This is an optimization exercise on Yosys and OpenROAD, whose aim is small area, not a production implementation. In this exercise RTL edits were held to simulation tests only and were not proved equivalent to the original. Power figures rest on the tool's default switching activity, not on a simulated workload. The flow treats the clock pin as an ideal source, which a real chip does not have.

== JK ==
## flex_frame
module flex_frame (
    input  wire        clk,
    input  wire        rst,
    input  wire        sym_valid,
    input  wire [1:0]  sym,
    output wire [1:0]  state,        
    output reg         ev_sync,
    output reg         ev_fiw_ok,
    output reg         ev_fiw_rej,
    output reg         ev_frame,
    output reg  [31:0] ev_info,
    output reg  [1:0]  ev_aux,
    output reg         wd_valid_a,   
    output wire        wd_valid_b,   
    output wire        wd_cd,        
    output wire [6:0]  wd_idx,
    output reg  [31:0] wd_word_a,
    output reg  [31:0] wd_word_b
);
Size in the first run: roughly 3200 cells after synthesis, ~1100 flip-flops, ~120 I/O pins.
Settings: LEC_CHECK=0, CAP_MARGIN=0, CORE_MARGIN=2, CORE_UTILIZATION=65, PLACE_DENSITY=0.8, SLEW_MARGIN=0; clock period 40.0 ns.
standard.sh (not shown) runs the stock make flow with config.mk's settings and CLKGATE_MAP_FILE= SYNTH_SCRIPT=/design/flow/synth_recipe.tcl, a recipe that flattens the netlist after the stock synthesis.
==> flow/flow/run.sh <==
#!/bin/bash
# Own flow: the standard layout (standard.sh) with
#  - synthesis through flow/synth.tcl (the standard script, with the delay lines' hold
#    multiplexers mapped to o22a cells and an area-oriented ABC script for the rest),
#  - clock tree built from clkbuf_16 (clusters of up to 30 sinks) with no dummy loads,
#  - port buffers of sky130_fd_sc_hd__buf_1.
# The make output goes to flow_make.log in the work folder; ORFS's own logs are in orfs/logs.
set -euo pipefail
W=$(pwd)
export MY_ABC_SCRIPT="$W/flow/area.abc"
export MY_PAT="$W/flow/o22a_pat.v"
CTS="-sink_clustering_enable -repair_clock_nets -dont_use_dummy_load -buf_list sky130_fd_sc_hd__clkbuf_16 -sink_clustering_size 30 -sink_clustering_max_diameter 100"
BUFP="-buffer_cell sky130_fd_sc_hd__buf_1"
export CTS_ARGS="$CTS"
export BUFFER_PORTS_ARGS="$BUFP"
sed -e "s|SYNTH_SCRIPT=[^ ]*|SYNTH_SCRIPT=$W/flow/synth.tcl|" standard.sh > my_standard.sh
grep -q "SYNTH_SCRIPT=$W/flow/synth.tcl" my_standard.sh
bash my_standard.sh "CTS_ARGS=$CTS" "BUFFER_PORTS_ARGS=$BUFP" finish > flow_make.log 2>&1
==> flow/flow/area.abc <==
strash
balance
rewrite
refactor
balance
rewrite
rewrite -z
balance
refactor -z
rewrite -z
balance
balance
rewrite
refactor
balance
rewrite
rewrite -z
balance
refactor -z
rewrite -z
balance
dch -f
amap
==> flow/flow/o22a_pat.v <==
module sky130_fd_sc_hd__o22a_1 (A1, A2, B1, B2, X);
  input A1, A2, B1, B2;
  output X;
  wire a, n;
  \$_OR_ u1 (.A(A1), .B(A2), .Y(a));
  \$_NOR_ u2 (.A(B1), .B(B2), .Y(n));
  \$_ANDNOT_ u3 (.A(a), .B(n), .Y(X));
endmodule
==> flow/flow/synth.tcl <==
# The standard synthesis script (synth_recipe.tcl), with two changes just before ABC:
# the hold multiplexers of the delay lines, (q | en) & (d | hold), are mapped to o22a
# cells (extract with the pattern in MY_PAT), and ABC maps the rest of the logic with the
# area-oriented script named by MY_ABC_SCRIPT. The registers are mapped by dfflibmap
# before this, so they are the standard synthesis's registers.
proc synth {args} { yosys synth -nofsm -noshare {*}$args }
proc abc {args} {
  set i [lsearch -exact $args -script]
  if {$i >= 0} { set args [lreplace $args $i [expr {$i + 1}] -script $::env(MY_ABC_SCRIPT)] }
  yosys extract -map $::env(MY_PAT)
  yosys abc {*}$args
}
source $::env(SCRIPTS_DIR)/synth.tcl
# left out here: clear keep_hierarchy, flatten, clean up, hide names made inside functions, write 1_2_yosys.v
JK was carried through to the last stage, and its layout satisfied the timing, DRC and antenna checks.
What MS does differently from JK at the input level:
-- flow/flow/area.abc --
<<< JK, line 2
balance
rewrite
refactor
balance
rewrite
rewrite -z
balance
refactor -z
rewrite -z
balance
>>> MS, line 2
dc2
Results
- Having completed the whole flow, MS delivered a layout that passed the timing, DRC and antenna checks.
- From JK to MS the numbers moved as follows: via count of the first global-routing pass now larger, clock insertion delay at the later pin of the skew report rose 70 ps, total routing resource utilization after global routing picked up an extra 2.2 points, count of placed standard cells including taps went down about 0.6%.
- Looking at part of the power in the clock network, MS sits 7.2 points above JK.
- JK and MS ended up with roughly the same final design instance area without fill.
- MS vs. JK: wire length after detailed routing went up by 5900 um.
What AL does differently from MS at the input level:
-- flow/flow/area.abc --
<<< MS, line 2
dc2
>>> AL, line 2
balance
rewrite
refactor
balance
rewrite
rewrite -z
balance
refactor -z
rewrite -z
balance
-- flow/config.mk --
<<< MS, line 8
export CAP_MARGIN = 0
>>> AL, line 8
export CAP_MARGIN = 20
<<< MS, line 12
export SLEW_MARGIN = 0
>>> AL, line 12
export SLEW_MARGIN = 20
### Flow results
As far as count of state elements after synthesis goes, AL and MS are indistinguishable; the numbers are identical. AL did not stop at any stage, and its layout met the timing, DRC and antenna checks. A timing endpoint of the critical path of wd_word_b[31] is what AL shows, while wd_word_a[17] belongs to MS. From MS to AL the numbers moved as follows: sequential share of cell area shows a reduction of 0.24 points; met1 capacity usage during global routing shows a reduction of 1.2 points; final design instance area without fill shows an increase of about 0.4%; global-route usage shows a reduction of 2.3 points; via count shows a reduction of 319. Routed length on met1 in AL vs MS: down 1.9%. Core utilization: AL higher than MS.

* * *

try-tundra:
flex_frame, a different RTL version from the one above (not shown whole).
For scale: ~3200 cells after synthesis, roughly 120 I/O pins, about 0.038 sq mm of cells after synthesis.
clock: 40.0 ns
lec_check: 0
cap_margin: 20
core_margin: 2
core_utilization: 65
place_density: 0.8
slew_margin: 20
==> flow/flow/run.sh <==
#!/bin/bash
# Own flow: the standard layout (standard.sh) with
#  - synthesis through flow/synth.tcl (the standard script, with the delay lines' hold
#    multiplexers mapped to o22a cells and an area-oriented ABC script for the rest),
#  - clock tree built from clkbuf_8 with no dummy loads,
#  - port buffers of sky130_fd_sc_hd__buf_1.
# The make output goes to flow_make.log in the work folder; ORFS's own logs are in orfs/logs.
set -euo pipefail
W=$(pwd)
export MY_ABC_SCRIPT="$W/flow/area.abc"
export MY_PAT="$W/flow/o22a_pat.v"
CTS="-sink_clustering_enable -repair_clock_nets -dont_use_dummy_load -buf_list sky130_fd_sc_hd__clkbuf_16 -sink_clustering_size 30 -sink_clustering_max_diameter 60"
BUFP="-buffer_cell sky130_fd_sc_hd__buf_1"
export CTS_ARGS="$CTS"
export BUFFER_PORTS_ARGS="$BUFP"
sed -e "s|SYNTH_SCRIPT=[^ ]*|SYNTH_SCRIPT=$W/flow/synth.tcl|" standard.sh > my_standard.sh
grep -q "SYNTH_SCRIPT=$W/flow/synth.tcl" my_standard.sh
bash my_standard.sh "CTS_ARGS=$CTS" "BUFFER_PORTS_ARGS=$BUFP" finish > flow_make.log 2>&1
==> flow/flow/area.abc <==
strash
balance
rewrite
refactor
balance
rewrite
rewrite -z
balance
refactor -z
rewrite -z
balance
balance
rewrite
refactor
balance
rewrite
rewrite -z
balance
refactor -z
rewrite -z
balance
dch -f
amap
Scripts as last shown in full above: flow/flow/o22a_pat.v, flow/flow/synth.tcl
try-tundra: PASS, flow complete, no timing, DRC or antenna violations
Here is what was changed in the inputs of try-nickel compared with try-tundra.
--- a/flow/flow/run.sh
+++ b/flow/flow/run.sh
@@ -12 +12 @@
-CTS="-sink_clustering_enable -repair_clock_nets -dont_use_dummy_load -buf_list sky130_fd_sc_hd__clkbuf_16 -sink_clustering_size 30 -sink_clustering_max_diameter 60"
+CTS="-sink_clustering_enable -repair_clock_nets -dont_use_dummy_load -buf_list sky130_fd_sc_hd__clkbuf_8 -sink_clustering_size 14 -sink_clustering_max_diameter 50"
Results
- Via count ends up lower on try-tundra.
- Compared with try-tundra, try-nickel shows clock skew higher by 0.052 ns.
- Summary: with try-tundra as the reference, routed length on met2 in try-nickel moved up slightly.
- Diff try-tundra -> try-nickel | total power per unit cell area | down slightly
#### Input delta (try-maple over try-nickel)
--- a/flow/flow/run.sh
+++ b/flow/flow/run.sh
@@ -12 +12 @@
-CTS="-sink_clustering_enable -repair_clock_nets -dont_use_dummy_load -buf_list sky130_fd_sc_hd__clkbuf_8 -sink_clustering_size 14 -sink_clustering_max_diameter 50"
+CTS="-sink_clustering_enable -repair_clock_nets -dont_use_dummy_load -buf_list sky130_fd_sc_hd__clkbuf_16 -sink_clustering_size 30 -sink_clustering_max_diameter 100"
### Flow results
try-maple reached the final stage; the timing, DRC and antenna checks on its layout passed.
On try-maple: overall global routing resource usage is 0.22 points lower than what try-nickel gave.
On area of all placed cells without fillers, the higher figure sits with try-nickel, not try-maple.
[compare] base=try-nickel new=try-maple: number of filler instances in the final layout moved up, hold-fix buffer count after cts level, utilization of the core after routing moved down.
try-maple -> try-nickel: synthesized netlist net count delta 0, exact match
The inputs of try-onyx differ from those of try-maple as listed below.
--- a/flow/flow/run.sh
+++ b/flow/flow/run.sh
@@ -12 +12 @@
-CTS="-sink_clustering_enable -repair_clock_nets -dont_use_dummy_load -buf_list sky130_fd_sc_hd__clkbuf_16 -sink_clustering_size 30 -sink_clustering_max_diameter 100"
+CTS="-sink_clustering_enable -repair_clock_nets -dont_use_dummy_load -buf_list {sky130_fd_sc_hd__clkbuf_4 sky130_fd_sc_hd__clkbuf_8} -sink_clustering_size 10 -sink_clustering_max_diameter 40"
--- outcome ---
- Sequential cell area in the final layout came out exactly the same in try-onyx and try-maple.
- Re cell area: try-onyx is about 1.8% up on try-maple.
- Relative to try-maple, wire length of the first global-routing pass increased by 2.5% in try-onyx.
- Compared with try-maple, try-onyx shows a lower sequential share of layout area.
- Looking only at routed length on met2, and setting everything else aside, the lower value of try-onyx and try-maple goes to try-maple.
- try-onyx ends up with a total power that is 6.0% higher than in try-maple.
- Compared to try-maple, try-onyx has critical path depth 1 higher.
- Area growth from synthesis to final layout up 1.9 points in try-onyx wrt try-maple

what the ideal ports hide:
No port has a modelled driver above. Below, the same layouts with a new extraction and two added sets of constraints. Step 1 assumes that a clkbuf_16 drives the clock port and a buf_2 every other input. Step 2, shift: input delay + t, output delay - t, t = (earliest + latest rising clock arrival at the registers) / 2. This alone moves slack from input paths to output paths. a / b / c = ideal ports / drivers / drivers and shift; a / b = the first two.
run	shift t [ns]	slack for setup (ns)	clock arrival spread, ns
JK	0.639	24.556 / 24.494 / 25.132	0.087 / 0.087
MS	0.660	25.280 / 25.215 / 25.875	0.123 / 0.124
AL	0.642	24.509 / 24.446 / 25.088	0.113 / 0.114
try-tundra	0.660	24.894 / 24.828 / 25.488	0.072 / 0.072
try-nickel	0.722	24.839 / 24.782 / 25.504	0.114 / 0.114
try-maple	0.647	24.850 / 24.785 / 25.433	0.078 / 0.079
try-onyx	0.801	24.802 / 24.746 / 25.547	0.076 / 0.076
After both steps every run listed still meets setup and hold.
